This design comes from an exercise in tuning for small area on the open sky130 flow, not from production work.
In this exercise RTL edits were held to simulation tests only and were not proved equivalent to the original.
The clock port is modelled as an ideal driver; clocking choices that lean on that would not hold on a real chip.
Power figures rest on the tool's default switching activity, not on a simulated workload.

--- design/flow/config.mk ---
export PLATFORM = sky130hd
export DESIGN_NAME = jtag_txn_seq
export DESIGN_NICKNAME = jtag_txn_seq
export VERILOG_FILES = /design/flow/design.v
export SDC_FILE = /design/flow/constraint.sdc
export NUM_CORES = 4
export LEC_CHECK = 0
export ABC_AREA = 1
export CAP_MARGIN = 20
export CORE_MARGIN = 2
export CORE_UTILIZATION = 40
export CTS_BUF_LIST = sky130_fd_sc_hd__clkbuf_8
export PLACE_DENSITY = 0.6
export SLEW_MARGIN = 20
--- design/flow/constraint.sdc ---
create_clock -name core_clock -period 10.0 [get_ports {clk}]
set_input_delay 2.0000 -clock core_clock [delete_from_list [all_inputs] [get_ports {clk}]]
set_output_delay 2.0000 -clock core_clock [all_outputs]
set_load 0.01 [all_outputs]
--- design/flow/design.v ---
module jtag_txn_seq #(
    parameter integer MAX_POLLS = 200
) (
    input  wire        clk,
    input  wire        rst,
    input  wire        req_valid,
    output wire        req_ready,
    input  wire [3:0]  req_cmd,
    input  wire [31:0] req_addr,
    input  wire [31:0] req_wdata,
    output wire        rsp_valid,
    input  wire        rsp_ready,
    output wire [2:0]  rsp_status,
    output wire [1:0]  rsp_kind,
    output wire [31:0] rsp_rdata,
    output wire [31:0] rsp_idcode,
    output wire        rsp_dev_found,
    output wire [7:0]  rsp_dev_desc,
    output wire [7:0]  rsp_tp_err,
    output wire        port_suspect,
    input  wire        port_resync,
    output wire [31:0] seq_status,
    output wire [31:0] dbg_poll_count,
    output wire        tp_cmd_valid,
    input  wire        tp_cmd_ready,
    output reg  [1:0]  tp_cmd_op,
    output reg  [5:0]  tp_cmd_width,
    output reg  [31:0] tp_cmd_bits,
    input  wire        tp_rsp_valid,
    input  wire        tp_rsp_ok,
    input  wire [31:0] tp_rsp_bits,
    input  wire [7:0]  tp_rsp_err,
    output wire [10:0] cat_mfg_id,
    output wire [15:0] cat_part_id,
    input  wire        cat_found,
    input  wire [7:0]  cat_desc
);
    localparam [3:0] IR_STATUS      = 4'h8;
    localparam [3:0] IR_TXN_COMMAND = 4'h9;
    localparam [3:0] IR_ADDRESS     = 4'hA;
    localparam [3:0] IR_DATA        = 4'hB;
    localparam [3:0] IR_IDCODE      = 4'hC;
    localparam integer STATUS_FL_BIT = 1;
    localparam integer STATUS_RD_BIT = 2;
    localparam [3:0] PH_IDLE        = 4'h0;
    localparam [3:0] PH_ID_SEL      = 4'h1;
    localparam [3:0] PH_ID_SHIFT    = 4'h2;
    localparam [3:0] PH_ADDR_SEL    = 4'h3;
    localparam [3:0] PH_ADDR_SHIFT  = 4'h4;
    localparam [3:0] PH_WDATA_SEL   = 4'h5;
    localparam [3:0] PH_WDATA_SHIFT = 4'h6;
    localparam [3:0] PH_CMD_SEL     = 4'h7;
    localparam [3:0] PH_CMD_SHIFT   = 4'h8;
    localparam [3:0] PH_STAT_SEL    = 4'h9;
    localparam [3:0] PH_STAT_POLL   = 4'hA;
    localparam [3:0] PH_RDATA_SEL   = 4'hB;
    localparam [3:0] PH_RDATA_SHIFT = 4'hC;
    localparam [3:0] PH_RESPOND     = 4'hD;
    localparam [3:0] PH_FAULT       = 4'hE;
    localparam [1:0] K_IDENTIFY = 2'b00;
    localparam [1:0] K_READ     = 2'b01;
    localparam [1:0] K_WRITE    = 2'b10;
    localparam [1:0] K_FAULT    = 2'b11;
    localparam [1:0] OP_WRITE_IR = 2'b00;
    localparam [1:0] OP_READ_DR  = 2'b01;
    localparam [1:0] OP_WRITE_DR = 2'b10;
    reg [3:0]  phase;
    reg        waiting;
    reg [1:0]  kind;
    reg [1:0]  space;
    reg        suspect;
    reg [31:0] a_q;
    reg [31:0] w_q;
    wire [1:0] req_op = req_cmd[1:0];
    wire [1:0] req_sp = req_cmd[3:2];
    wire       req_illegal = (req_op == 2'b11) || (req_op != 2'b00 && req_sp == 2'b11);
    wire idle    = (phase == PH_IDLE);
    wire accept  = idle && req_valid;
    wire in_tp   = (phase != PH_IDLE) && (phase < PH_RESPOND);
    wire answer  = in_tp && waiting && tp_rsp_valid;
    always @(*) begin
        tp_cmd_op    = OP_WRITE_IR;
        tp_cmd_width = 6'd4;
        tp_cmd_bits  = 32'h0;
        case (phase)
            PH_ID_SEL:      tp_cmd_bits = {28'h0, IR_IDCODE};
            PH_ID_SHIFT:    begin tp_cmd_op = OP_READ_DR;  tp_cmd_width = 6'd32; end
            PH_ADDR_SEL:    tp_cmd_bits = {28'h0, IR_ADDRESS};
            PH_ADDR_SHIFT:  begin tp_cmd_op = OP_WRITE_DR; tp_cmd_width = 6'd32; tp_cmd_bits = a_q; end
            PH_WDATA_SEL:   tp_cmd_bits = {28'h0, IR_DATA};
            PH_WDATA_SHIFT: begin tp_cmd_op = OP_WRITE_DR; tp_cmd_width = 6'd32; tp_cmd_bits = w_q; end
            PH_CMD_SEL:     tp_cmd_bits = {28'h0, IR_TXN_COMMAND};
            PH_CMD_SHIFT:   begin tp_cmd_op = OP_WRITE_DR; tp_cmd_bits = {29'h0, kind[0], space}; end
            PH_STAT_SEL:    tp_cmd_bits = {28'h0, IR_STATUS};
            PH_STAT_POLL:   tp_cmd_op = OP_READ_DR;
            PH_RDATA_SEL:   tp_cmd_bits = {28'h0, IR_DATA};
            PH_RDATA_SHIFT: begin tp_cmd_op = OP_READ_DR;  tp_cmd_width = 6'd32; end
            default: ;
        endcase
    end
    assign tp_cmd_valid = in_tp && !waiting;
    wire [3:0] poll_bits  = tp_rsp_bits[3:0];
    wire       poll_fail  = poll_bits[STATUS_FL_BIT];
    wire       poll_ready = poll_bits[STATUS_RD_BIT];
    wire [7:0] poll_next  = a_q[7:0] + 8'd1;
    wire       poll_limit = (poll_next == MAX_POLLS[7:0]);
    assign cat_mfg_id  = w_q[11:1];
    assign cat_part_id = w_q[27:12];
    always @(posedge clk) begin
        if (rst) begin
            phase   <= PH_IDLE;
            suspect <= 1'b1;
        end else begin
            if (idle && port_resync)
                suspect <= 1'b0;
            if (accept) begin
                waiting <= 1'b0;
                space   <= req_sp;
                if (req_illegal) begin
                    kind  <= K_FAULT;
                    phase <= PH_FAULT;
                end else begin
                    kind  <= req_op;
                    phase <= (req_op == K_IDENTIFY) ? PH_ID_SEL : PH_ADDR_SEL;
                end
            end
            if (phase == PH_RESPOND && rsp_ready)
                phase <= PH_IDLE;
            if (in_tp) begin
                if (!waiting) begin
                    if (tp_cmd_ready)
                        waiting <= 1'b1;
                end else if (tp_rsp_valid) begin
                    waiting <= !tp_rsp_ok;
                    if (!tp_rsp_ok) begin
                        suspect <= 1'b1;
                        phase   <= PH_RESPOND;
                    end else begin
                        case (phase)
                            PH_ID_SEL:      phase <= PH_ID_SHIFT;
                            PH_ID_SHIFT:    phase <= PH_RESPOND;
                            PH_ADDR_SEL:    phase <= PH_ADDR_SHIFT;
                            PH_ADDR_SHIFT:  phase <= kind[1] ? PH_WDATA_SEL : PH_CMD_SEL;
                            PH_WDATA_SEL:   phase <= PH_WDATA_SHIFT;
                            PH_WDATA_SHIFT: phase <= PH_CMD_SEL;
                            PH_CMD_SEL:     phase <= PH_CMD_SHIFT;
                            PH_CMD_SHIFT:   phase <= PH_STAT_SEL;
                            PH_STAT_SEL:    phase <= PH_STAT_POLL;
                            PH_STAT_POLL: begin
                                if (poll_fail) begin
                                    phase <= PH_RESPOND;
                                end else if (poll_ready) begin
                                    phase <= kind[0] ? PH_RDATA_SEL : PH_RESPOND;
                                end else if (poll_limit) begin
                                    suspect <= 1'b1;
                                    phase   <= PH_RESPOND;
                                end
                            end
                            PH_RDATA_SEL:   phase <= PH_RDATA_SHIFT;
                            default:        phase <= PH_RESPOND;
                        endcase
                    end
                end
            end
        end
    end
    wire        rw_req = !req_illegal && (req_op != K_IDENTIFY);
    wire        a_load = !rst && accept && rw_req;
    wire        a_poll = !rst && answer && tp_rsp_ok && (phase == PH_STAT_POLL);
    wire        a_clr  = rst || (accept && !rw_req) ||
                         (answer && (phase == PH_ADDR_SHIFT || (phase == PH_ADDR_SEL && !tp_rsp_ok)));
    wire        a_hold = !a_load && !a_poll && !a_clr && !accept;
    always @(posedge clk) begin
        if (accept)
            a_q[31:12] <= req_addr[31:12];
        a_q[11:0] <= ({12{a_load}} & req_addr[11:0])
                   | ({12{a_poll}} & {poll_bits, poll_next})
                   | ({12{a_hold}} & a_q[11:0]);
    end
    wire        w_load = accept;
    wire        w_cap  = answer && (!kind[1] || !tp_rsp_ok);
    wire        w_ok   = w_cap && tp_rsp_ok;
    wire        w_err  = w_cap && !tp_rsp_ok;
    wire        w_hold = !w_load && !w_cap;
    always @(posedge clk) begin
        w_q[31:8] <= ({24{w_load}} & req_wdata[31:8])
                   | ({24{w_cap}}  & tp_rsp_bits[31:8])
                   | ({24{w_hold}} & w_q[31:8]);
        w_q[7:0]  <= ({8{w_load}} & req_wdata[7:0])
                   | ({8{w_ok}}   & tp_rsp_bits[7:0])
                   | ({8{w_err}}  & tp_rsp_err)
                   | ({8{w_hold}} & w_q[7:0]);
    end
    wire is_respond = (phase == PH_RESPOND);
    wire is_fault   = (phase == PH_FAULT);
    wire       show_polls  = !(phase == PH_ADDR_SEL || phase == PH_ADDR_SHIFT);
    wire [3:0] last_status = show_polls ? a_q[11:8] : 4'h0;
    wire       rw_kind     = kind[1] | kind[0];
    wire       tp_error = waiting;
    wire       lst_fl   = last_status[STATUS_FL_BIT];
    wire       lst_rd   = last_status[STATUS_RD_BIT];
    wire [2:0] status   = is_fault ? 3'd4 :
                          {1'b0, tp_error | (rw_kind & !lst_fl & !lst_rd),
                                 !tp_error & rw_kind & (lst_fl | !lst_rd)};
    assign req_ready      = idle;
    assign rsp_valid      = is_respond || is_fault;
    assign rsp_status     = status;
    assign rsp_kind       = kind;
    assign rsp_rdata      = w_q;
    assign rsp_idcode     = w_q;
    assign rsp_dev_found  = cat_found;
    assign rsp_dev_desc   = cat_desc;
    assign rsp_tp_err     = w_q[7:0];
    assign port_suspect   = suspect;
    assign dbg_poll_count = {24'h0, show_polls ? a_q[7:0] : 8'h0};
    wire id_ok = is_respond && (kind == K_IDENTIFY) && !tp_error;
    assign seq_status = {14'h0,
                         rsp_valid ? kind : 2'b00,
                         last_status,
                         phase,
                         id_ok & cat_found,
                         rsp_valid ? status : 3'b000,
                         is_fault,
                         suspect,
                         rsp_valid,
                         in_tp};
endmodule
--- design/flow/flow/run.sh ---
#!/bin/bash
# Standard layout with these changes:
#  * synthesis is the standard script without the fixed adder cells, with
#    an area-oriented ABC script
#    (flow/abc_area.script) in place of ORFS's abc_area.script;
#  * the port buffers are made from the smallest buffer cell, and constant
#    outputs share one tie cell;
#  * the clock tree has no dummy balancing loads, and lightly loaded leaf
#    buffers are downsized (flow/clkresize.tcl).
set -euo pipefail
export BUFFER_PORTS_ARGS="-buffer_cell sky130_fd_sc_hd__buf_1"
export SKIP_REPAIR_TIE_FANOUT=1
export CTS_ARGS="-sink_clustering_enable -repair_clock_nets -dont_use_dummy_load -buf_list sky130_fd_sc_hd__clkbuf_8"
rm -rf scripts_abc
cp -r "$FLOW_HOME/scripts" scripts_abc
cp flow/abc_area.script scripts_abc/abc_area.script
# no fixed adder cells: ABC maps the adders with the rest of the logic
ADDER_MAP_FILE= SCRIPTS_DIR="$PWD/scripts_abc" bash standard.sh synth > synth.log 2>&1
bash standard.sh cts > cts.log 2>&1
RESULTS="$PWD/orfs/results/sky130hd/jtag_txn_seq/base" SLEW_MAX=0.115 \
  openroad -no_init -exit flow/clkresize.tcl > clkresize.log 2>&1
bash standard.sh > standard.log 2>&1
--- design/flow/flow/abc_area.script ---
strash
&get -n
&deepsyn -J 100
&dch -f
&nf -a -R 1000
&put
topo
--- design/flow/flow/clkresize.tcl ---
set R $::env(RESULTS)
set P $::env(FLOW_HOME)/platforms/sky130hd
read_lef $P/lef/sky130_fd_sc_hd.tlef
read_lef $P/lef/sky130_fd_sc_hd_merged.lef
read_liberty $P/lib/sky130_fd_sc_hd__tt_025C_1v80.lib
read_db $R/4_cts.odb
read_sdc $R/4_cts.sdc
source $P/setRC.tcl
set_propagated_clock [all_clocks]
estimate_parasitics -placement
set slew_max $::env(SLEW_MAX)

proc clk_slew {} {
  set w 0
  foreach p [get_pins -hierarchical */CLK] {
    set s [get_property $p slew_max]
    if {$s > $w} { set w $s }
  }
  return $w
}

# leaves first (buffers that drive only flip-flop clock pins), then the rest
set leaves {}
set others {}
foreach inst [get_cells -filter "ref_name==sky130_fd_sc_hd__clkbuf_8"] {
  set net [get_nets -of_objects [get_pins -of_objects $inst -filter "direction==output"]]
  set leaf 1
  foreach p [get_pins -of_objects $net -filter "direction==input"] {
    if {![string match */CLK [get_full_name $p]]} { set leaf 0 }
  }
  if {$leaf} { lappend leaves $inst } else { lappend others $inst }
}
foreach inst [concat $leaves $others] {
  replace_cell $inst sky130_fd_sc_hd__clkbuf_4
  estimate_parasitics -placement
  set s [clk_slew]
  if {$s > $slew_max} {
    replace_cell $inst sky130_fd_sc_hd__clkbuf_8
    estimate_parasitics -placement
    puts "keep [get_full_name $inst] clkbuf_8 (worst clock slew [format %.3f $s] with clkbuf_4)"
  } else {
    puts "downsize [get_full_name $inst] to clkbuf_4 (worst clock slew [format %.3f $s])"
  }
}
puts "worst clock slew [format %.3f [clk_slew]]"
write_db $R/4_cts.odb
--- design/flow/standard.sh ---
#!/bin/bash
# synth_recipe.tcl (not shown) runs the flow's synth.tcl, then flattens the netlist and writes it again
# the make line also repeats each setting of config.mk as NAME=value (left out here)
make -C /OpenROAD-flow-scripts/flow DESIGN_CONFIG=/design/flow/config.mk WORK_HOME=/design/flow/orfs CLKGATE_MAP_FILE= SYNTH_SCRIPT=/design/flow/synth_recipe.tcl "${@:-finish}"
==> metrics.md, run 1 <==
| Metric | Value |
|---|---|
| Status | `complete, no violations` |
| Post-synthesis cell area | `0.00429 sq mm` |
| Static leakage | `about 1.7 nW` |
| GP Congestion | `0.973` |
| Residual DRC count | `0` |
| Initial antenna violation count | `3` |
| Most frequent cell after synthesis | `buf_4` |
| Die area | `0.0116 sq mm` |
| Clk sink count | `74` |
| Worst Max-Slew Pin Slew | `around 1.0 ns` |
| Die height | `108 um` |
| Num CTS Buffers | `9` |
| RSZ-0062 raised after global routing | `false` |
| Grt ovf | `0` |
| Die X-Extent | `108 um` |
| Cells after synthesis | `484` |
| Postcts setup bufs | `0` |
| Drt wl/cell | `between 15 and 20 um` |
| Tot GR Track Use | `0.245` |
| Hpwl dp | `roughly 12000 um` |
| I/O pins | `between 300 and 400` |
| Hold Path Class | `flop to flop` |
| Root Buffer | `clkbuf_8` |
| Synth cell types | `39` |
| First-pass iteration count of the detailed router | `5` |
| FILL cells | `1108` |
| Post-CTS Resized | `0` |
| Synth top cells by count | `buf_4, nand2_1, dfxtp_1` |
| Post-synth top area share | `0.229` |
| Max-Cap Viols | `0` |
| Layout area overhead | `11.0%` |
| Number of flops mapped to enable cells by yosys | `25` |
| Synth warn | `1` |
| Slew margin rel. | `0.312` |
| Ranking of synthesized cells by area | `dfxtp_1, buf_4, edfxtp_1` |
| Vias in the first global route | `3713` |
| Initial Util | `0.414` |
| Clock Latency Late Sink | `between 0.4 and 0.5 ns` |
| Slew Limit Fails | `0` |
| Max Clk Rate | `194 MHz` |
| Core area | `0.0104 sq mm` |
| Setup TNS Final | `0 ns` |
| Cell area after placement | `between 0.004 and 0.005 sq mm` |
| Layout cells sized above 1 | `0.0318` |
| Worst Path Arrival | `3.14 ns` |
| Critical path type | `flop to primary output` |
| Antenna viol nets, final | `0` |
| Mapped Nets | `between 600 and 700` |
| Most used DFF post-synth | `dfxtp_1` |
| Final wirelength | `15000 um` |
| # nets final | `approximately 790` |
| Yosys reg bits | `74` |
| Clock-pin slew on the worst setup and hold paths | `approximately 0.08 ns` |
| Final instance area | `0.00476 sq mm` |
| Sequential-to-total area share from yosys stat | `0.403` |
| Final Hold Fails | `0` |
| Vias | `4215` |
| Number of setup violations in the final report | `0` |
| Port Buf Inserts | `287` |
| Clk_skew | `0.0304 ns` |
| Area leader, netlist | `dfxtp_1` |
| Clk buf depth | `2` |
| Min cycle time layout | `5.14 ns` |
| Syn Area/Cell | `just under 9 sq um` |
| Pin count of the biggest net entering global routing | `56` |
| CTS Hold Bufs | `0` |
| CTS tree | `yes` |
| Crit Path Max Fanout | `13` |
| First-pass GRT wire length | `approximately 21000 um` |
| Peak VDD IR | `0.242 mV` |
| Period utilization | `0.514` |
| Num rows | `37` |
| H-tree levels | `3` |
| Initial DRC Count | `347` |
| DR vias/cell | `5.28` |
| Power Density | `339 mW/mm^2` |
| CP endpoint kind | `primary output` |
| Critical Path Start Type | `flop` |
| Async S/R FF share, synth | `0` |
| WP data required | `8.00 ns` |
[flip-flops by register name (all words and copies together), names as in the netlist]
register and flops:
kind 2, phase 4, waiting 1, a_q 32
w_q 32, space 2, suspect 1
[cells in the final DEF, fill, tap and decap left out, types with 2 or more instances in the layout]
master	count
o22ai_1	2
a221o_1	4
nand2_1	83
a31oi_1	4
o21ai_0	11
dfxtp_1	49
edfxtp_1	25
a22o_1	28
nor3_1	9
and2_0	14
a22oi_1	27
clkbuf_8	3
clkinv_1	13
clkbuf_4	6
a21oi_1	9
nor2_2	3
a31o_1	2
and3_1	2
nor3b_1	2
a222oi_1	12
a211oi_1	2
buf_1	287
diode_2	3
nand3_1	4
nand2b_1	2
buf_4	5
nor2_1	31
[path summary, 6_finish.rpt]
check                               from             to  slack (ns)  depth (start not counted)
worst min-delay path             w_q[23]        w_q[23]        0.49                          2
worst min register to register   w_q[23]        w_q[23]        0.49                          2
worst max-delay path            phase[1]  rsp_status[1]        4.86                          9
worst max register to register  phase[0]         a_q[7]        6.28                         12
[critical path, stage by stage, from the launching register on]
cell and delay, ns:
dfxtp_1 0.55, or2_0 0.41, nor2_2 0.08, a31oi_1 0.72, nand2_1 0.21, o21ai_0 0.38, nor2_1 0.07, nor2_1 0.14
nor2_1 0.06, buf_1 0.14
[cell families (layout without fill, tap and decap cells)]
logic type / Yosys count / count (layout) / share of synthesized area
and+or+nand+nor: 158 / 158 / 0.161
buffers and inverters: 139 / 315 / 0.231
AOI/OAI and AO/OA: 111 / 111 / 0.201
DFF: 74 / 74 / 0.403
other: 1 / 4 / 0.000874
xor gates and xnor gates: 1 / 1 / 0.00204
[per-stage QoR]
| step | total power, mW | hold slack [ns] | util | worst slack (ns) | instances |
|---|---|---|---|---|---|
| finish | 1.61 | 0.490 | 0.459 | 4.86 | 799 |
| global route | 1.75 | 0.519 | 0.459 | 4.63 | 799 |
| CTS | 1.65 | 0.489 | 0.462 | 5.00 | 796 |
| detailed placement | 1.47 | 0.476 | 0.450 | 5.36 | 787 |
| global placement | 1.47 | 0.473 | 0.450 | 5.47 | 787 |
| floorplan | 1.27 | 0.471 | - | 5.22 | 484 |
[layout make-up]
type | instances | area [sq um] | area share
sequential | 74 | 1730 | 0.363
timing repair buffer | 292 | 1110 | 0.234
inverter | 14 | 52.6 | 0.0110
tap | 136 | 170 | 0.0357
clock buffer | 9 | 86.3 | 0.0181
multi-input combinational | 271 | 1600 | 0.336
antenna | 3 | 7.51 | 0.00158
[report_power, final]
group          internal [mW]  leakage (nW)  total (mW)  switching [mW]
combinational          0.285          1.03       0.876           0.591
sequential             0.443         0.643       0.584           0.141
clock                 0.0548        0.0492       0.154          0.0996
[per-layer routing]
metal | wire length (um) | global-route usage
met5 | 0 | 0
met4 | 313 | 0.0971
met3 | 1100 | 0.0515
met2 | 7830 | 0.416
met1 | 5780 | 0.303
==> run 2: changes to the inputs <==
==> design/flow/flow/abc_area.script (replaced) <==
strash
&get -n
&deepsyn -J 100
&dch -f
&nf -a -R 1000
&put
strash
&get -n
&deepsyn -J 100
&dch -f
&nf -a -R 1000
&put
strash
&get -n
&deepsyn -J 100
&dch -f
&nf -a -R 1000
&put
topo
--- a/design/flow/config.mk
+++ b/design/flow/config.mk
@@ -8,7 +8,7 @@
 export ABC_AREA = 1
 export CAP_MARGIN = 20
 export CORE_MARGIN = 2
-export CORE_UTILIZATION = 40
+export CORE_UTILIZATION = 50
 export CTS_BUF_LIST = sky130_fd_sc_hd__clkbuf_8
 export PLACE_DENSITY = 0.6
 export SLEW_MARGIN = 20
==> run 2 against run 1 <==
The flow now stops in I/O pin placement. Synthesized cell count is 0.21% higher. Synthesized area hardly changed.
==> metrics.md, run 2 <==
| Metric | Value |
|---|---|
| Ranking of synthesized cells by area | `dfxtp_1, buf_4, edfxtp_1` |
| Mapped Nets | `610 (+0.16%)` |
| Die X-Extent | `96.6 um (-10%)` |
| Num rows | `33 (-11%)` |
| Synth cell types | `39 (unchanged)` |
| Halt point of the flow | `I/O pin placement` |
| Area leader, netlist | `dfxtp_1` |
| Cells after synthesis | `485 (+0.21%)` |
| Err | `[ERROR PPL-0024] Number of IO pins (346) exceeds maximum number of available positions (340). Increase the die perimeter from 386.48um to 470.56um.` |
| Sequential-to-total area share from yosys stat | `0.404 (about the same)` |
| Number of flops mapped to enable cells by yosys | `25 (unchanged)` |
| Synth warn | `1 (unchanged)` |
| Die height | `96.6 um (-10%)` |
| Post-synth top area share | `0.229 (about the same)` |
| Initial Util | `0.519 (+0.106)` |
| Syn Area/Cell | `8.84 sq um (-0.26%)` |
| Status | `stopped before the end` |
| Yosys reg bits | `74 (unchanged)` |
| Synth top cells by count | `buf_4, nand2_1, dfxtp_1` |
| Async S/R FF share, synth | `0 (unchanged)` |
| Most frequent cell after synthesis | `buf_4` |
| Most used DFF post-synth | `dfxtp_1` |
| Post-synthesis cell area | `0.00429 sq mm (about the same)` |
## run 2: changes by cell type after synthesis, moves of 2 or more
cell,before,now
nor2_1,34,37
o21ai_0,11,15
nor3_1,9,7
a211oi_1,2,0
nand2_1,83,80
nand3b_1,0,2
a22oi_1,27,29
## run 2: kinds of logic after synthesis
| group | synth area share |
|---|---|
| other | 0.000874 |
| AOI/OAI and AO/OA | 0.204 |
| DFF | 0.404 |
| xor gates and xnor gates | 0.00408 |
| and+or+nand+nor | 0.156 |
| buffers and inverters | 0.232 |
==> run 3: changes to the inputs <==
--- a/design/flow/config.mk
+++ b/design/flow/config.mk
@@ -6,9 +6,9 @@
 export NUM_CORES = 4
 export LEC_CHECK = 0
 export ABC_AREA = 1
-export CAP_MARGIN = 20
+export CAP_MARGIN = 10
 export CORE_MARGIN = 2
-export CORE_UTILIZATION = 50
+export CORE_UTILIZATION = 40
 export CTS_BUF_LIST = sky130_fd_sc_hd__clkbuf_8
 export PLACE_DENSITY = 0.6
-export SLEW_MARGIN = 20
+export SLEW_MARGIN = 10
==> run 3 against run 2 <==
Synthesized area is the same. Now clean on timing, DRC and antenna. Synthesized cell count stayed put.
==> metrics.md, run 3 <==
| Metric | Value |
|---|---|
| Vias in the first global route | `3969` |
| R2r setup slk | `6.16 ns` |
| CTS Hold Bufs | `0` |
| Yosys reg bits | `74 (unchanged)` |
| CP endpoint kind | `primary output` |
| Final wirelength | `15100 um` |
| Static leakage | `1.69 nW` |
| Biggest regs | `a_q x32, w_q x32, phase x4` |
| Hold Path Class | `flop to flop` |
| Post-CTS Resized | `0` |
| Final Hold Fails | `0` |
| Antenna viol nets, final | `0` |
| Slew margin rel. | `0.276` |
| Synth top cells by count | `buf_4, nand2_1, dfxtp_1` |
| Status | `complete, no violations` |
| CP startpoint | `phase[0]` |
| WP data required | `8.00 ns` |
| Area leader, netlist | `dfxtp_1` |
| Clk sink count | `74` |
| Number of flops mapped to enable cells by yosys | `25 (unchanged)` |
| RSZ-0062 raised after global routing | `false` |
| Reg2reg start | `phase[0]` |
| Clock-pin slew on the worst setup and hold paths | `0.08 ns` |
| Critical Path Start Type | `flop` |
| Die X-Extent | `108 um (+11%)` |
| Async S/R FF share, synth | `0 (unchanged)` |
| Die height | `108 um (+11%)` |
| DR vias/cell | `5.22` |
| Reg2Reg Depth | `11` |
| Commonest non-fill, non-tap cell in the layout | `buf_1` |
| Worst Max-Slew Pin Slew | `1.09 ns` |
| Layout area overhead | `10.6%` |
| Clk_skew | `0.0312 ns` |
| Worst Path Arrival | `3.40 ns` |
| Tot GR Track Use | `0.253` |
| FILL cells | `1110` |
| Cells after synthesis | `485 (unchanged)` |
| Residual DRC count | `0` |
| Post-synthesis cell area | `0.00429 sq mm (unchanged)` |
| Layout cells sized above 1 | `0.0258` |
| Sequential-to-total area share from yosys stat | `0.404 (unchanged)` |
| Port Buf Inserts | `287` |
| Initial DRC Count | `approximately 290` |
| Most frequent cell after synthesis | `buf_4` |
| Vias | `between 4000 and 5000` |
| Ranking of synthesized cells by area | `dfxtp_1, buf_4, edfxtp_1` |
| Number of setup violations in the final report | `0` |
| Critical path type | `flop to primary output` |
| Max-Cap Viols | `0` |
| First-pass GRT wire length | `22000 um` |
| CP endpoint | `rsp_status[1]` |
| Drt wl/cell | `19.0 um` |
| Most frequent cells in the layout | `buf_1, nand2_1, dfxtp_1` |
| H-tree levels | `3` |
| Synth cell types | `39 (unchanged)` |
| # nets final | `785` |
| GP Congestion | `0.935` |
| Setup TNS Final | `0 ns` |
| I/O pins | `346` |
| Hpwl dp | `11600 um` |
| Initial Util | `0.414 (-0.106)` |
| Crit Path Max Fanout | `30` |
| Most used DFF post-synth | `dfxtp_1` |
| Mapped Nets | `610 (unchanged)` |
| Postcts setup bufs | `0` |
| Peak VDD IR | `0.147 mV` |
| CTS tree | `yes` |
| Post-synth top area share | `0.229 (unchanged)` |
| Core area | `~0.010 sq mm` |
| Slew Limit Fails | `0` |
| Die area | `0.0116 sq mm` |
| Power Density | `338 mW/mm^2` |
| Root Buffer | `clkbuf_8` |
| Period utilization | `0.540` |
| Num CTS Buffers | `9` |
| Grt ovf | `0` |
| Min cycle time layout | `5.40 ns` |
| Critical R2R Capture | `a_q[8]` |
| Clk buf depth | `2` |
| Synth warn | `1 (unchanged)` |
| Total power | `1.60 mW` |
| Initial antenna violation count | `1` |
| Clock Latency Late Sink | `0.42 ns` |
| First-pass iteration count of the detailed router | `5` |
| Syn Area/Cell | `8.84 sq um (unchanged)` |
| Num rows | `37 (+12%)` |
| Pin count of the biggest net entering global routing | `55` |
| Max Clk Rate | `~190 MHz` |
[run 3: cell counts after synthesis]
No cell type changed its count.
[run 3: worst min-delay path by stage]
| stage | startpoint | depth (start not counted) | endpoint | slack [ns] |
|---|---|---|---|---|
| 2_1_floorplan | a_q[11] | 2 | a_q[11] | 0.47 |
| 3_3_place_gp | w_q[28] | 2 | w_q[28] | 0.46 |
| 3_5_place_dp | w_q[31] | 2 | w_q[31] | 0.47 |
| 4_1_cts | w_q[31] | 2 | w_q[31] | 0.48 |
| 5_1_grt | w_q[31] | 2 | w_q[31] | 0.51 |
| 6_report | w_q[31] | 2 | w_q[31] | 0.48 |
[run 3: power by group]
group	switching, mW	leakage, nW	internal [mW]
combinational	0.588	1.00	0.277
sequential	0.142	0.643	0.445
clock	0.0971	0.0492	0.0546
[run 3: cell families after synthesis]
kind of cell / after synthesis / share of synthesized area
other cells: 1 / 0.000874
simple gates: 154 / 0.156
flops: 74 / 0.404
compound gates: 114 / 0.204
buf+inv: 140 / 0.232
xor+xnor: 2 / 0.00408
[run 3: metal layers]
metal / global-route usage / wire (um)
met5: 0 / 0
met4: 0.0998 / 462
met3: 0.0442 / 962
met2: 0.438 / 7810
met1: 0.311 / 5840
[run 3: stage by stage]
| stage | utilization | area (sq um) | setup WS (ns) | cells | hold WS, ns |
|---|---|---|---|---|---|
| 3_3_place_gp | 0.448 | 4650 | 5.19 | 785 | 0.463 |
| 4_1_cts | 0.460 | 4770 | 4.62 | 794 | 0.475 |
| 5_1_grt | 0.458 | 4750 | 4.22 | 795 | 0.509 |
| 6_report | 0.458 | 4750 | 4.60 | 795 | 0.477 |
| 3_5_place_dp | 0.448 | 4650 | 5.02 | 785 | 0.468 |
| 2_1_floorplan | - | 4290 | 5.22 | 485 | 0.472 |
[run 3: area by class of cell]
class | count | area, sq um | share of cell area
antenna | 1 | 2.50 | 0.000527
clock buffer | 9 | 86.3 | 0.0182
inverter | 15 | 56.3 | 0.0119
multi-input combinational | 271 | 1610 | 0.339
sequential | 74 | 1730 | 0.365
tap | 136 | 170 | 0.0359
timing repair buffer | 289 | 1090 | 0.230
[run 3: critical path: stages, from the launching register on]
cell,delay [ns]
dfxtp_1,0.62
or2_0,0.42
nor2_2,0.07
buf_4,0.25
a31oi_1,0.75
nand2_1,0.18
o21ai_0,0.31
nor2_1,0.07
nor2_1,0.13
nor2_1,0.06
buf_1,0.13
==> run 4: changes to the inputs <==
--- a/design/flow/config.mk
+++ b/design/flow/config.mk
@@ -6,9 +6,9 @@
 export NUM_CORES = 4
 export LEC_CHECK = 0
 export ABC_AREA = 1
-export CAP_MARGIN = 10
+export CAP_MARGIN = 0
 export CORE_MARGIN = 2
 export CORE_UTILIZATION = 40
 export CTS_BUF_LIST = sky130_fd_sc_hd__clkbuf_8
 export PLACE_DENSITY = 0.6
-export SLEW_MARGIN = 10
+export SLEW_MARGIN = 0
==> run 4 against run 3 <==
Highest routed layer unchanged. Count of clock-buffer cells in the layout stayed put. Synthesized cell count did not move. Routed wire length is essentially flat. Die area unchanged. First-iteration DRC count increased by 3.8%. Core utilization is 0.084 points lower. Worst setup slack got worse by 0.022 ns. Global-route usage stayed put. Maximum frequency is 0.40% lower. Clock skew about the same. Synthesized area is the same. Critical path depth unchanged. Critical endpoint unchanged. Still clean.
==> metrics.md, run 4 <==
| Metric | Value |
|---|---|
| Layout area overhead | `10.4%` |
| Most frequent cell after synthesis | `buf_4` |
| Commonest non-fill, non-tap cell in the layout | `buf_1` |
| Core area | `0.0104 sq mm (unchanged)` |
| Slew margin rel. | `0.201 (-0.0747)` |
| Hold path cells | `2 (unchanged)` |
| Port Buf Inserts | `287 (unchanged)` |
| RSZ-0062 raised after global routing | `false` |
| Final instance area | `0.00474 sq mm (-0.18%)` |
| Ranking of synthesized cells by area | `dfxtp_1, buf_4, edfxtp_1` |
| Min cycle time layout | `5.42 ns (+0.0218 ns)` |
| Number of setup violations in the final report | `0 (unchanged)` |
| Worst Path Arrival | `3.42 ns (+0.02 ns)` |
| Residual DRC count | `0 (unchanged)` |
| DP Cell Count | `785 (unchanged)` |
| Pin count of the biggest net entering global routing | `55 (unchanged)` |
| Num rows | `37 (unchanged)` |
| Biggest regs | `a_q x32, w_q x32, phase x4` |
| GP Congestion | `0.935 (unchanged)` |
| CP endpoint kind | `primary output` |
| Mapped Nets | `610 (unchanged)` |
| M1 wire length | `5870 um (+0.51%)` |
| Worst Max-Slew Pin Slew | `1.19 ns (+0.102 ns)` |
| Clk_skew | `0.0314 ns (+0.000159 ns)` |
| Initial DRC Count | `303 (+3.8%)` |
| Most frequent cells in the layout | `buf_1, nand2_1, dfxtp_1` |
| Clk sink count | `74 (unchanged)` |
| # nets final | `785 (unchanged)` |
| Initial antenna violation count | `1 (unchanged)` |
| CTS tree | `yes` |
| Period utilization | `0.542 (+0.00218)` |
| Reg2Reg Depth | `11 (unchanged)` |
| Cell area after placement | `0.00465 sq mm (unchanged)` |
| Post-Place Setup Slack | `5.02 ns (unchanged)` |
| H-tree levels | `3 (unchanged)` |
| Critical Path Start Type | `flop` |
| First-pass GRT wire length | `22000 um (unchanged)` |
| Peak VDD IR | `0.147 mV (about the same)` |
| FILL cells | `1110 (unchanged)` |
| Num CTS Buffers | `9 (unchanged)` |
| Yosys reg bits | `74 (unchanged)` |
| Synth cell types | `39 (unchanged)` |
| Vias in the first global route | `3969 (unchanged)` |
| Die height | `108 um (unchanged)` |
| Final Util | `0.457 (-0.000845)` |
| Post-synth top area share | `0.229 (unchanged)` |
| Cells after synthesis | `485 (unchanged)` |
| Tot GR Track Use | `0.253 (unchanged)` |
| Hold_ws | `0.477 ns (-0.000214 ns)` |
| Hold_sp | `w_q[31]` |
| Synth warn | `1 (unchanged)` |
| Grt ovf | `0 (unchanged)` |
| Die X-Extent | `108 um (unchanged)` |
| WP data required | `8.00 ns (about the same)` |
| Drt wl/cell | `18.9 um (about the same)` |
| Critical R2R Capture | `a_q[8]` |
| Min-Delay Endpoint | `w_q[31]` |
| Clk buf depth | `2 (unchanged)` |
| Status | `complete, no violations` |
| Hold Path Class | `flop to flop` |
| Hpwl dp | `11600 um (unchanged)` |
| Initial Util | `0.414 (unchanged)` |
| Post-synthesis cell area | `0.00429 sq mm (unchanged)` |
| Most used DFF post-synth | `dfxtp_1` |
| Metal2 WL | `7810 um (about the same)` |
| Crit Path Max Fanout | `30 (unchanged)` |
| Max-Cap Viols | `0 (unchanged)` |
| I/O pins | `346 (unchanged)` |
| Layout cells sized above 1 | `0.0258 (unchanged)` |
| Async S/R FF share, synth | `0 (unchanged)` |
| Final wirelength | `15100 um (about the same)` |
| Top Layer Used | `met4` |
| Area leader, netlist | `dfxtp_1` |
| Number of flops mapped to enable cells by yosys | `25 (unchanged)` |
| Setup TNS Final | `0 ns (unchanged)` |
| Syn Area/Cell | `8.84 sq um (unchanged)` |
| Static leakage | `1.69 nW (about the same)` |
| Post-Layout Cell Count | `795 (unchanged)` |
| Post-CTS Resized | `0 (unchanged)` |
| DR WL met3 | `948 um (-1.5%)` |
| R2r setup slk | `6.17 ns (about the same)` |
| Clock Latency Late Sink | `0.43 ns (about the same)` |
| Power Density | `338 mW/mm^2 (about the same)` |
| Critical path type | `flop to primary output` |
| Sequential-to-total area share from yosys stat | `0.404 (unchanged)` |
| Postcts setup bufs | `0 (unchanged)` |
| Final Hold Fails | `0 (unchanged)` |
| Root Buffer | `clkbuf_8` |
| DR vias/cell | `5.23 (+0.14%)` |
| Reg2reg start | `phase[0]` |
| First-pass iteration count of the detailed router | `8 (+3)` |
| Antenna viol nets, final | `0 (unchanged)` |
| Synth top cells by count | `buf_4, nand2_1, dfxtp_1` |
| CTS Hold Bufs | `0 (unchanged)` |
| Max Clk Rate | `184 MHz (-0.40%)` |
| Vias | `4159 (+0.14%)` |
| Post-route setup slack | `4.58 ns (-0.0218 ns)` |
| Clock-pin slew on the worst setup and hold paths | `0.08 ns (about the same)` |
| Die area | `0.0116 sq mm (unchanged)` |
| Slew Limit Fails | `0 (unchanged)` |
| Total power | `1.60 mW (-0.17%)` |
==> run 4: worst max-delay path: stages (launching register included) <==
cell     delay [ns]
dfxtp_1        0.62
or2_0          0.42
nor2_2         0.07
buf_4          0.25
a31oi_1        0.77
nand2_1        0.18
o21ai_0        0.31
nor2_1         0.07
nor2_1         0.13
nor2_1         0.06
buf_1          0.13
==> run 4: cell type report <==
| class | count | area [sq um] | area share |
|---|---|---|---|
| Timing Repair Buffer | 289 | 1090 | 0.231 |
| Tap cell | 136 | 170 | 0.0359 |
| Inverter | 15 | 56.3 | 0.0119 |
| Antenna cell | 1 | 2.50 | 0.000528 |
| Sequential cell | 74 | 1730 | 0.366 |
| Multi-Input combinational cell | 271 | 1600 | 0.337 |
| Clock buffer | 9 | 86.3 | 0.0182 |
==> run 4: per-layer routing <==
metal  vias to the layer above  GRT usage
li1                       1957          -
met1                      1947      0.311
met2                       226      0.438
met3                        29     0.0442
met4                         0     0.0998
met5                         -          0
==> run 4: worst max-delay path by stage <==
stage	startpoint	end	slack, ns	depth (start not counted)
3_5_place_dp	phase[0]	rsp_status[1]	5.02	10
6_report	phase[0]	rsp_status[1]	4.58	10
2_1_floorplan	req_valid	w_q[2]	5.22	5
3_3_place_gp	phase[0]	seq_status[5]	5.19	10
4_1_cts	phase[0]	rsp_status[1]	4.62	10
5_1_grt	phase[0]	rsp_status[1]	4.22	10
==> run 4: logic make-up (layout without fill, tap and decap cells) <==
logic type | Yosys count | count (layout) | share of synthesized area
XOR/XNOR | 2 | 2 | 0.00408
other | 1 | 2 | 0.000874
buffers and inverters | 140 | 313 | 0.232
AO/OA/AOI/OAI | 114 | 114 | 0.204
flip-flops | 74 | 74 | 0.404
AND/OR/NAND/NOR | 154 | 154 | 0.156
==> run 4: report_power, final <==
part / internal, mW / total (mW) / leakage (nW) / switching (mW)
clock: 0.0546 / 0.151 / 0.0492 / 0.0962
combinational: 0.277 / 0.863 / 1.00 / 0.587
sequential: 0.445 / 0.587 / 0.643 / 0.142
total: 0.776 / 1.60 / 1.69 / 0.825
==> run 5: changes to the inputs <==
--- a/design/flow/flow/run.sh
+++ b/design/flow/flow/run.sh
@@ -10,6 +10,7 @@
 set -euo pipefail
 export BUFFER_PORTS_ARGS="-buffer_cell sky130_fd_sc_hd__buf_1"
 export SKIP_REPAIR_TIE_FANOUT=1
+export RECOVER_POWER=100
 export CTS_ARGS="-sink_clustering_enable -repair_clock_nets -dont_use_dummy_load -buf_list sky130_fd_sc_hd__clkbuf_8"
 rm -rf scripts_abc
 cp -r "$FLOW_HOME/scripts" scripts_abc
--- a/design/flow/config.mk
+++ b/design/flow/config.mk
@@ -6,9 +6,9 @@
 export NUM_CORES = 4
 export LEC_CHECK = 0
 export ABC_AREA = 1
-export CAP_MARGIN = 0
+export CAP_MARGIN = 20
 export CORE_MARGIN = 2
 export CORE_UTILIZATION = 40
 export CTS_BUF_LIST = sky130_fd_sc_hd__clkbuf_8
 export PLACE_DENSITY = 0.6
-export SLEW_MARGIN = 0
+export SLEW_MARGIN = 20
==> run 5 against run 4 <==
The layout now fails its checks (max-capacitance violations, max-slew violations). Routed wire length rose by 0.41%. Non-clock buffer count is the same. Maximum frequency down 11%. Hold slack got worse by 0.00069 ns. Cell count increased by 0.13%. Largest power group unchanged.
==> metrics.md, run 5 <==
| Metric | Value |
|---|---|
| Status | `complete, but fails checks` |
| Failing Checks | `max-capacitance violations, max-slew violations` |
| Ranking of synthesized cells by area | `dfxtp_1, buf_4, edfxtp_1` |
| Max incr delay on CP | `1.02 ns (+0.25 ns)` |
| Post-CTS Resized | `0 (unchanged)` |
| Area leader, netlist | `dfxtp_1` |
| CP max-delay cell | `a31oi_1` |
| Final wirelength | `15100 um (+0.41%)` |
| Cells after synthesis | `485 (unchanged)` |
| Layout cells sized above 1 | `0.0198 (-0.00608)` |
| GP Congestion | `0.935 (unchanged)` |
| Layout area overhead | `10.3%` |
| Die area | `0.0116 sq mm (unchanged)` |
| # nets final | `785 (unchanged)` |
| Critical Path Start Type | `flop` |
| Clk_skew | `0.0189 ns (-0.0125 ns)` |
| Yosys reg bits | `74 (unchanged)` |
| Most frequent cells in the layout | `buf_1, nand2_1, dfxtp_1` |
| Vias in the first global route | `3962 (-0.18%)` |
| CP startpoint | `phase[0]` |
| Post-synth top area share | `0.229 (unchanged)` |
| First-pass iteration count of the detailed router | `6 (-2)` |
| Slew Limit Fails | `150 (+150)` |
| Die X-Extent | `108 um (unchanged)` |
| H-tree levels | `3 (unchanged)` |
| Clk buf depth | `2 (unchanged)` |
| First-pass GRT wire length | `21900 um (-0.25%)` |
| Final Hold Fails | `0 (unchanged)` |
| Synth top cells by count | `buf_4, nand2_1, dfxtp_1` |
| Critical path's top delay family | `compound AO/OA/AOI/OAI gates` |
| Port Buf Inserts | `287 (unchanged)` |
| GRT met2 Usage | `0.431 (-0.00629)` |
| Psw | `0.827 mW (+0.22%)` |
| CTS tree | `yes` |
| Met3 usage | `0.0466 (+0.00242)` |
| Period utilization | `0.609 (+0.0671)` |
| Max-Cap Viols | `4 (+4)` |
| Peak VDD IR | `0.135 mV (-7.7%)` |
| Combinational fraction of design power | `0.539 (about the same)` |
| Tot GR Track Use | `0.253 (about the same)` |
| Static leakage | `1.69 nW (-0.21%)` |
| Number of setup violations in the final report | `0 (unchanged)` |
| Buffers and inverters on the worst path | `2 (unchanged)` |
| Hpwl dp | `11600 um (+0.32%)` |
| Initial antenna violation count | `2 (+1)` |
| Synth warn | `1 (unchanged)` |
| Most used DFF post-synth | `dfxtp_1` |
| Sequential-to-total area share from yosys stat | `0.404 (unchanged)` |
| Reg2reg start | `phase[0]` |
| Worst Path Arrival | `4.09 ns (+0.67 ns)` |
| RSZ-0062 raised after global routing | `false` |
| Clock-pin slew on the worst setup and hold paths | `0.08 ns (about the same)` |
| Antenna viol nets, final | `0 (unchanged)` |
| FILL cells | `1090 (-1.8%)` |
| Setup TNS Final | `0 ns (unchanged)` |
| Clock Latency Late Sink | `0.42 ns (about the same)` |
| Num rows | `37 (unchanged)` |
| I/O pins | `346 (unchanged)` |
| Global routing's busiest layer | `met2` |
| Initial DRC Count | `321 (+5.9%)` |
| Worst Max-Slew Pin Slew | `2.33 ns (+1.14 ns)` |
| Async S/R FF share, synth | `0 (unchanged)` |
| Vias | `4190 (+0.75%)` |
| Synth cell types | `39 (unchanged)` |
| Post-synthesis cell area | `0.00429 sq mm (unchanged)` |
| Pin count of the biggest net entering global routing | `55 (unchanged)` |
| Commonest non-fill, non-tap cell in the layout | `buf_1` |
| CP dominant cell by count | `nor2_1` |
| Mapped Nets | `610 (unchanged)` |
| Biggest regs | `a_q x32, w_q x32, phase x4` |
| Most frequent cell after synthesis | `buf_4` |
| Reg2Reg Depth | `7 (-4)` |
| Switching part of the total | `0.515 (about the same)` |
| Number of flops mapped to enable cells by yosys | `25 (unchanged)` |
| CTS Hold Bufs | `0 (unchanged)` |
| Min cycle time layout | `6.09 ns (+0.671 ns)` |
| Hold Path Class | `flop to flop` |
| Crit Path Max Fanout | `30 (unchanged)` |
| Grt ovf | `0 (unchanged)` |
| Critical path type | `flop to primary output` |
| Power Density | `339 mW/mm^2 (+0.44%)` |
| Postcts setup bufs | `0 (unchanged)` |
| Worst path depth | `10 (unchanged)` |
| Residual DRC count | `0 (unchanged)` |
| Internal power | `0.779 mW (+0.35%)` |
| Met1 GRT Util | `0.314 (+0.00326)` |
| Slew margin rel. | `-0.556 (-0.757)` |
| Critical-path cell list | `or2_0 > nor2_2 > clkbuf_1 > a31oi_1 > nand2_1 > o21ai_0 > nor2_1 > nor2_1 > nor2_1 > buf_1` |
| Clk sink count | `74 (unchanged)` |
| Hold_sp | `w_q[31]` |
| Clock power share | `0.094 (about the same)` |
| Num CTS Buffers | `9 (unchanged)` |
| Drt wl/cell | `19.0 um (+0.29%)` |
| Die height | `108 um (unchanged)` |
| CP endpoint kind | `primary output` |
| Root Buffer | `clkbuf_8` |
| DR vias/cell | `5.26 (+0.62%)` |
| Initial Util | `0.414 (unchanged)` |
| Final Util | `0.456 (-0.000724)` |
| Hold path cells | `2 (unchanged)` |
| Sequential share of power | `0.367 (about the same)` |
| Core area | `0.0104 sq mm (unchanged)` |
| WP data required | `8.00 ns (about the same)` |
| Max Clk Rate | `164 MHz (-11%)` |
| Syn Area/Cell | `8.84 sq um (unchanged)` |
==> run 5: cell counts after synthesis <==
Identical to the previous run, type by type.
==> run 5: power by group through the flow <==
stage,logic [mW],registers [mW],clock network [mW]
2_1_floorplan,0.687,0.587,0
3_3_place_gp,0.873,0.586,0
3_5_place_dp,0.871,0.595,0
4_1_cts,0.875,0.588,0.185
5_1_grt,0.959,0.610,0.168
6_report,0.865,0.589,0.151
==> run 5: path summary, 6_finish.rpt <==
check	to	slack, ns
worst min-delay path	w_q[31]	0.48
worst min register to register	w_q[31]	0.48
worst max-delay path	rsp_status[1]	3.91
worst max register to register	w_q[2]	4.89
==> run 5: metal layers <==
| metal | up-vias | part of all wire |
|---|---|---|
| met1 | 1977 | 0.39 |
| met3 | 25 | 0.068 |
| met5 | - | 0 |
| met2 | 226 | 0.51 |
| li1 | 1962 | - |
| met4 | 0 | 0.025 |
==> run 5: layout make-up <==
class / count / area, sq um / area share
antenna: 2 / 5.00 / 0.00106
clock buffer: 9 / 86.3 / 0.0183
inverter: 15 / 56.3 / 0.0119
multi-input combinational: 271 / 1590 / 0.337
sequential: 74 / 1730 / 0.366
tap: 136 / 170 / 0.0360
timing repair buffer: 289 / 1090 / 0.230
==> run 5: kinds of logic (layout without fill, tap and decap cells) <==
| group | Yosys count | in the layout | synth area share |
|---|---|---|---|
| AOI/OAI and AO/OA | 114 | 114 | 0.204 |
| xor gates and xnor gates | 2 | 2 | 0.00408 |
| buffers and inverters | 140 | 313 | 0.232 |
| DFF | 74 | 74 | 0.404 |
| other | 1 | 3 | 0.000874 |
| and+or+nand+nor | 154 | 154 | 0.156 |
==> run 5: worst register-to-register path: cells and delay by family, from the launching register on <==
family | cells | cell delay, ns
buffers and inverters | 1 | 1.43
AND/OR/NAND/NOR | 5 | 2.49
AO/OA/AOI/OAI | 1 | 0.64
flip-flops | 1 | 0.47
==> run 5: per-stage QoR <==
| stage | std cells | setup WS (ns) | total power, mW | hold WS, ns | cell area (sq um) |
|---|---|---|---|---|---|
| finish | 796 | 3.91 | 1.61 | 0.476 | 4730 |
| global route | 796 | 3.54 | 1.74 | 0.509 | 4730 |
| CTS | 794 | 4.63 | 1.65 | 0.479 | 4780 |
| detailed placement | 785 | 4.98 | 1.47 | 0.468 | 4660 |
| global placement | 785 | 5.19 | 1.46 | 0.463 | 4650 |
| floorplan | 485 | 5.22 | 1.27 | 0.472 | 4290 |
==> run 6: changes to the inputs <==
--- a/design/flow/flow/run.sh
+++ b/design/flow/flow/run.sh
@@ -10,7 +10,6 @@
 set -euo pipefail
 export BUFFER_PORTS_ARGS="-buffer_cell sky130_fd_sc_hd__buf_1"
 export SKIP_REPAIR_TIE_FANOUT=1
-export RECOVER_POWER=100
 export CTS_ARGS="-sink_clustering_enable -repair_clock_nets -dont_use_dummy_load -buf_list sky130_fd_sc_hd__clkbuf_8"
 rm -rf scripts_abc
 cp -r "$FLOW_HOME/scripts" scripts_abc
==> run 6 against run 5 <==
Now clean on timing, DRC and antenna. Combinational power up 0.6%. Via count down 0.60%. Critical endpoint unchanged. Register-to-register slack better by 1.2 ns. Power up 0.34%. Synthesized area unchanged. Critical path type unchanged.
==> metrics.md, run 6 <==
| Metric | Value |
|---|---|
| Status | `complete, no violations` |
| Post-route setup slack | `4.51 ns (+0.599 ns)` |
| Async S/R FF share, synth | `0 (unchanged)` |
| Hpwl dp | `11600 um (unchanged)` |
| CP endpoint kind | `primary output` |
| CTS tree | `yes` |
| Hold_sp | `w_q[31]` |
| Mapped Nets | `610 (unchanged)` |
| CP dominant cell by count | `nor2_1` |
| Core area | `0.0104 sq mm (unchanged)` |
| Post-synthesis cell area | `0.00429 sq mm (unchanged)` |
| Postcts setup bufs | `0 (unchanged)` |
| Max Clk Rate | `182 MHz (+11%)` |
| Biggest regs | `a_q x32, w_q x32, phase x4` |
| Clk sink count | `74 (unchanged)` |
| Sequential-to-total area share from yosys stat | `0.404 (unchanged)` |
| Die area | `0.0116 sq mm (unchanged)` |
| Synth warn | `1 (unchanged)` |
| Critical Path Start Type | `flop` |
| Hold path cells | `2 (unchanged)` |
| Hold_ws | `0.476 ns (+0.000264 ns)` |
| Clock Latency Late Sink | `0.42 ns (about the same)` |
| Number of setup violations in the final report | `0 (unchanged)` |
| Initial antenna violation count | `2 (unchanged)` |
| Most frequent cell after synthesis | `buf_4` |
| Most frequent cells in the layout | `buf_1, nand2_1, dfxtp_1` |
| Max incr delay on CP | `0.78 ns (-0.24 ns)` |
| Die X-Extent | `108 um (unchanged)` |
| Reg2reg start | `phase[0]` |
| Post-Layout Cell Count | `796 (unchanged)` |
| Port Buf Inserts | `287 (unchanged)` |
| Number of flops mapped to enable cells by yosys | `25 (unchanged)` |
| First-pass GRT wire length | `21900 um (unchanged)` |
| Period utilization | `0.549 (-0.0599)` |
| WP data required | `8.00 ns (about the same)` |
| GP Congestion | `0.935 (unchanged)` |
| CP max-delay cell | `a31oi_1` |
| Initial Util | `0.414 (unchanged)` |
| Tot GR Track Use | `0.253 (unchanged)` |
| Critical path type | `flop to primary output` |
| Worst Max-Slew Pin Slew | `1.10 ns (-1.23 ns)` |
| Final Hold Fails | `0 (unchanged)` |
| CTS Hold Bufs | `0 (unchanged)` |
| Num rows | `37 (unchanged)` |
| Clock-pin slew on the worst setup and hold paths | `0.08 ns (about the same)` |
| # nets final | `785 (unchanged)` |
| Most used DFF post-synth | `dfxtp_1` |
| Residual DRC count | `0 (unchanged)` |
| Clk buf depth | `2 (unchanged)` |
| Synth top cells by count | `buf_4, nand2_1, dfxtp_1` |
| Crit Path Max Fanout | `30 (unchanged)` |
| Slew Limit Fails | `0 (-100%)` |
| Min-Delay Endpoint | `w_q[31]` |
| Worst Path Arrival | `3.49 ns (-0.60 ns)` |
| Post-CTS Resized | `0 (unchanged)` |
| Hold Path Class | `flop to flop` |
| FF/Latch Area | `0.00173 sq mm (unchanged)` |
| Critical-path cell list | `or2_0 > nor2_2 > buf_4 > a31oi_1 > nand2_1 > o21ai_0 > nor2_1 > nor2_1 > nor2_1 > buf_1` |
| Die height | `108 um (unchanged)` |
| FILL cells | `1088 (-0.18%)` |
| Final wirelength | `15200 um (+0.44%)` |
| R2r setup slk | `6.12 ns (+1.23 ns)` |
| RSZ-0062 raised after global routing | `false` |
| Grt ovf | `0 (unchanged)` |
| Layout cells sized above 1 | `0.0258 (+0.00608)` |
| Peak VDD IR | `0.138 mV (+1.7%)` |
| H-tree levels | `3 (unchanged)` |
| Post-Place Setup Slack | `4.98 ns (unchanged)` |
| First-pass iteration count of the detailed router | `5 (-1)` |
| I/O pins | `346 (unchanged)` |
| Slew margin rel. | `0.267 (+0.823)` |
| Power Density | `339 mW/mm^2 (about the same)` |
| Post-synth top area share | `0.229 (unchanged)` |
| Max-Cap Viols | `0 (-4)` |
| Num CTS Buffers | `9 (unchanged)` |
| Critical R2R Capture | `a_q[10]` |
| Vias in the first global route | `3962 (unchanged)` |
| Root Buffer | `clkbuf_8` |
| Vias | `4165 (-0.60%)` |
| Yosys reg bits | `74 (unchanged)` |
| Area leader, netlist | `dfxtp_1` |
| Setup TNS Final | `0 ns (unchanged)` |
| Total power | `1.61 mW (+0.34%)` |
| Commonest non-fill, non-tap cell in the layout | `buf_1` |
| Ranking of synthesized cells by area | `dfxtp_1, buf_4, edfxtp_1` |
| Min cycle time layout | `5.49 ns (-0.599 ns)` |
| Cells after synthesis | `485 (unchanged)` |
| Drt wl/cell | `19.1 um (+0.44%)` |
| Clk_skew | `0.0194 ns (+0.000480 ns)` |
| Initial DRC Count | `264 (-18%)` |
| Syn Area/Cell | `8.84 sq um (unchanged)` |
| Synth cell types | `39 (unchanged)` |
| Layout area overhead | `10.7%` |
| DR vias/cell | `5.23 (-0.60%)` |
| Antenna viol nets, final | `0 (unchanged)` |
| Static leakage | `1.69 nW (+0.28%)` |
| Pin count of the biggest net entering global routing | `55 (unchanged)` |
| Reg2Reg Depth | `11 (+4)` |
| DP Cell Count | `785 (unchanged)` |
| Area occupied by multi-input gates | `0.00161 sq mm (+0.94%)` |
-- run 6: logic make-up (layout without fill, tap and decap cells) --
group	after synthesis	after routing	share of synthesized area
other	1	3	0.000874
and+or+nand+nor	154	154	0.156
DFF	74	74	0.404
xor gates and xnor gates	2	2	0.00408
buffers and inverters	140	313	0.232
AOI/OAI and AO/OA	114	114	0.204
-- run 6: how the worst max path moves through the flow --
stage                         end  depth (start not counted)  slack, ns  startpoint
floorplan                  w_q[2]                          5       5.22   req_valid
global placement    seq_status[5]                         10       5.19    phase[0]
detailed placement  rsp_status[1]                         10       4.98    phase[0]
CTS                 rsp_status[1]                         10       4.63    phase[0]
global route        rsp_status[1]                         10       4.20    phase[0]
finish              rsp_status[1]                         10       4.51    phase[0]
-- run 6: worst max-delay path, delay by kind of cell (launching register included) --
kind	cells	cell delay (ns)
and+or+nand+nor	6	0.95
DFF	1	0.63
AOI/OAI and AO/OA	2	1.10
buffers and inverters	2	0.39
-- run 6: per-stage QoR --
step	instance area (sq um)	util
after floorplan	4290	-
after global placement	4650	0.448
after detailed placement	4660	0.449
after CTS	4780	0.461
after global routing	4750	0.458
final	4750	0.458
-- run 6: area by class of cell --
cell class                 count  share of cell area
clock buffer                   9              0.0182
inverter                      15              0.0119
tap                          136              0.0358
timing repair buffer         289               0.230
antenna                        2             0.00105
multi-input combinational    271               0.338
sequential                    74               0.365
-- run 6: where the power goes --
group | internal [mW] | total (mW) | switching [mW]
Combinational | 0.277 | 0.870 | 0.593
Clock | 0.0546 | 0.152 | 0.0972
Sequential | 0.445 | 0.589 | 0.144
-- run 6: routing by layer --
layer | track usage | routed length [um] | up-vias
li1 | - | - | 1967
met1 | 0.314 | 6020 | 1957
met2 | 0.431 | 7830 | 213
met3 | 0.0466 | 949 | 28
met4 | 0.102 | 394 | 0
met5 | 0 | 0 | -
==> run 7: changes to the inputs <==
--- a/design/flow/config.mk
+++ b/design/flow/config.mk
@@ -10,5 +10,7 @@
 export CORE_MARGIN = 2
 export CORE_UTILIZATION = 40
 export CTS_BUF_LIST = sky130_fd_sc_hd__clkbuf_8
+export GPL_ROUTABILITY_DRIVEN = 0
+export GPL_TIMING_DRIVEN = 0
 export PLACE_DENSITY = 0.6
 export SLEW_MARGIN = 20
==> run 7 against run 6 <==
Critical path type unchanged. Maximum frequency is 0.88% lower. Core utilization is 10 points higher. Cell count is 18% higher. Synthesized area stayed put. Global-route usage is 0.87 points higher. Critical path depth stayed put. Sequential share of layout area is 6.8 points lower. Sequential power hardly changed. Hold slack better by 0.0039 ns. Register-to-register slack worse by 0.19 ns. Via count is 12% higher. Synthesized cell count stayed put.
==> metrics.md, run 7 <==
| Metric | Value |
|---|---|
| Status | `complete, no violations` |
| Layout cells sized above 1 | `0.184 (+0.158)` |
| Critical path type | `flop to primary output` |
| Most frequent cells in the layout | `buf_1, buf_4, nand2_1` |
| Sequential-to-total area share from yosys stat | `0.404 (unchanged)` |
| Vias | `4675 (+12%)` |
| Biggest regs | `a_q x32, w_q x32, phase x4` |
| Initial DRC Count | `292 (+11%)` |
| Cells after synthesis | `485 (unchanged)` |
| Synth top cells by count | `buf_4, nand2_1, dfxtp_1` |
| CP endpoint kind | `primary output` |
| # nets final | `922 (+17%)` |
| Antenna viol nets, final | `0 (unchanged)` |
| Area occupied by multi-input gates | `0.00160 sq mm (-0.23%)` |
| Initial antenna violation count | `3 (+1)` |
| Clock Latency Late Sink | `0.41 ns (about the same)` |
| Commonest non-fill, non-tap cell in the layout | `buf_1` |
| Worst Path Arrival | `3.54 ns (+0.05 ns)` |
| CTS tree | `yes` |
| H-tree levels | `3 (unchanged)` |
| Hpwl dp | `12800 um (+10%)` |
| Post-synthesis cell area | `0.00429 sq mm (unchanged)` |
| Die X-Extent | `108 um (unchanged)` |
| Vias in the first global route | `4204 (+6.1%)` |
| Residual DRC count | `0 (unchanged)` |
| Peak VDD IR | `0.162 mV (+17%)` |
| RSZ-0062 raised after global routing | `false` |
| Critical Path Start Type | `flop` |
| Most used DFF post-synth | `dfxtp_1` |
| Mapped Nets | `610 (unchanged)` |
| Pin count of the biggest net entering global routing | `43 (-22%)` |
| Clock-pin slew on the worst setup and hold paths | `0.09 ns (about the same)` |
| Port Buf Inserts | `295 (+2.8%)` |
| Die height | `108 um (unchanged)` |
| R2r setup slk | `5.93 ns (-0.19 ns)` |
| FF/Latch Area | `0.00173 sq mm (unchanged)` |
| Critical R2R Capture | `a_q[8]` |
| Post-CTS Resized | `0 (unchanged)` |
| WP data required | `8.00 ns (about the same)` |
| Root Buffer | `clkbuf_8` |
| Initial Util | `0.414 (unchanged)` |
| Max Clk Rate | `180 MHz (-0.88%)` |
| Core area | `0.0104 sq mm (unchanged)` |
| Number of setup violations in the final report | `0 (unchanged)` |
| Die area | `0.0116 sq mm (unchanged)` |
| CTS Hold Bufs | `0 (unchanged)` |
| Hold_sp | `w_q[28]` |
| Reg2reg start | `phase[0]` |
| Number of flops mapped to enable cells by yosys | `25 (unchanged)` |
| Hold path cells | `2 (unchanged)` |
| Post-Place Setup Slack | `4.94 ns (-0.0433 ns)` |
| Min-Delay Endpoint | `w_q[28]` |
| FILL cells | `1022 (-6.1%)` |
| Clk buf depth | `2 (unchanged)` |
| First-pass iteration count of the detailed router | `6 (+1)` |
| Slew margin rel. | `0.326 (+0.0583)` |
| First-pass GRT wire length | `22900 um (+4.5%)` |
| Final Hold Fails | `0 (unchanged)` |
| Layout area overhead | `36.1%` |
| Async S/R FF share, synth | `0 (unchanged)` |
| Final wirelength | `16100 um (+6.2%)` |
| Crit Path Max Fanout | `21 (-30%)` |
| Tot GR Track Use | `0.262 (+0.00871)` |
| Static leakage | `2.39 nW (+41%)` |
| DR vias/cell | `4.99 (-4.5%)` |
| Post-synth top area share | `0.229 (unchanged)` |
| Power Density | `319 mW/mm^2 (-5.9%)` |
| Num rows | `37 (unchanged)` |
| Syn Area/Cell | `8.84 sq um (unchanged)` |
| Yosys reg bits | `74 (unchanged)` |
| Most frequent cell after synthesis | `buf_4` |
| Reg2Reg Depth | `11 (unchanged)` |
| I/O pins | `346 (unchanged)` |
| Synth cell types | `39 (unchanged)` |
| Post-route setup slack | `4.46 ns (-0.0488 ns)` |
| Clk_skew | `0.0324 ns (+0.0130 ns)` |
| Num CTS Buffers | `9 (unchanged)` |
| Drt wl/cell | `17.2 um (-9.7%)` |
| Hold Path Class | `flop to flop` |
| Slew Limit Fails | `0 (unchanged)` |
| Max-Cap Viols | `0 (unchanged)` |
| Synth warn | `1 (unchanged)` |
| Ranking of synthesized cells by area | `dfxtp_1, buf_4, edfxtp_1` |
| Area leader, netlist | `dfxtp_1` |
| Period utilization | `0.554 (+0.00488)` |
| Clk sink count | `74 (unchanged)` |
| Setup TNS Final | `0 ns (unchanged)` |
| Postcts setup bufs | `0 (unchanged)` |
| Grt ovf | `0 (unchanged)` |
| Min cycle time layout | `5.54 ns (+0.0488 ns)` |
| Worst Max-Slew Pin Slew | `1.00 ns (-0.0951 ns)` |
-- run 7: cell count changes in the layout (fill, tap and decap cells not counted), moves of 3 or more --
cell	previous run	this run
diode_2	2	5
buf_4	2	125
buf_1	287	295
buf_16	0	4
-- run 7: layout make-up --
cell class	instances	share of cell area
inverter	15	0.00986
buffer	125	0.161
antenna	5	0.00214
timing repair buffer	301	0.213
multi-input combinational	271	0.275
clock buffer	9	0.0137
tap	136	0.0292
sequential	74	0.297
-- run 7: worst max-delay path, cell delays in order, from the launching register on --
cell and delay, ns:
dfxtp_1 0.65, or2_0 0.45, nor2_4 0.17, buf_16 0.20
a31oi_1 0.73, nand2_1 0.23, o21ai_0 0.33, nor2_1 0.07
nor2_1 0.13, nor2_1 0.05, buf_1 0.13
-- run 7: cell families (layout without fill, tap and decap cells) --
kind of cell,after synthesis,count (layout),share of synthesized area
flops,74,74,0.404
simple gates,154,154,0.156
xor+xnor,2,2,0.00408
compound gates,114,114,0.204
buf+inv,140,450,0.232
other cells,1,6,0.000874
-- run 7: power by group --
| group | internal [mW] | total [mW] | switching [mW] | leakage [nW] |
|---|---|---|---|---|
| clock | 0.0504 | 0.146 | 0.0953 | 0.0466 |
| sequential | 0.444 | 0.590 | 0.146 | 0.643 |
| combinational | 0.492 | 1.13 | 0.634 | 1.70 |
| total | 0.986 | 1.86 | 0.876 | 2.39 |
-- run 7: how the worst max path moves through the flow --
stage	startpoint	end	slack (ns)	depth (start not counted)
after detailed placement	phase[0]	seq_status[5]	4.94	10
after CTS	phase[0]	seq_status[5]	4.55	10
final	phase[0]	seq_status[5]	4.46	10
after global routing	phase[0]	rsp_status[1]	4.10	10
after global placement	req_valid	w_q[2]	3.37	6
after floorplan	req_valid	w_q[2]	5.22	5
-- run 7: per-stage QoR --
stage               instances  hold slack (ns)  area [sq um]  total power [mW]   util
global route              934            0.516          5830              2.01  0.562
global placement          916            0.463          5570              1.66  0.537
floorplan                 485            0.472          4290              1.27      -
finish                    936            0.480          5840              1.86  0.563
CTS                       931            0.480          5870              1.91  0.566
detailed placement        922            0.468          5740              1.73  0.554
-- run 7: routing by layer --
layer	GRT usage	share of wire	vias to the layer above
met5	0	0	-
met4	0.0952	0.024	0
met3	0.0557	0.078	25
met2	0.470	0.53	256
met1	0.304	0.37	2148
li1	-	-	2246

## re-timing with driven ports
Ports are ideal in the flow. The routed layouts listed here were re-timed in OpenROAD.
Step 1 assumes that a clkbuf_16 drives the clock port and a buf_2 every other input.
Step 2 also shifts input and output timing later by t, the mid clock arrival at the registers, as if the neighbouring blocks saw the same clock.
a / b / c = ideal / step 1 / step 2; a / b = the first two.
run | shift t [ns] | setup slack, ns | worst data-port slew with drivers (ns) | pins driven straight from the clock port
run 1 | 0.427 | 4.856 / 4.823 / 5.250 | 0.10 | 1
run 3 | 0.440 | 4.600 / 4.568 / 5.008 | 0.09 | 1
run 4 | 0.440 | 4.579 / 4.547 / 4.986 | 0.09 | 1
run 5 | 0.436 | 3.908 / 3.876 / 4.189 | 0.09 | 1
run 6 | 0.437 | 4.507 / 4.475 / 4.912 | 0.09 | 1
run 7 | 0.429 | 4.458 / 4.423 / 4.852 | 0.09 | 1
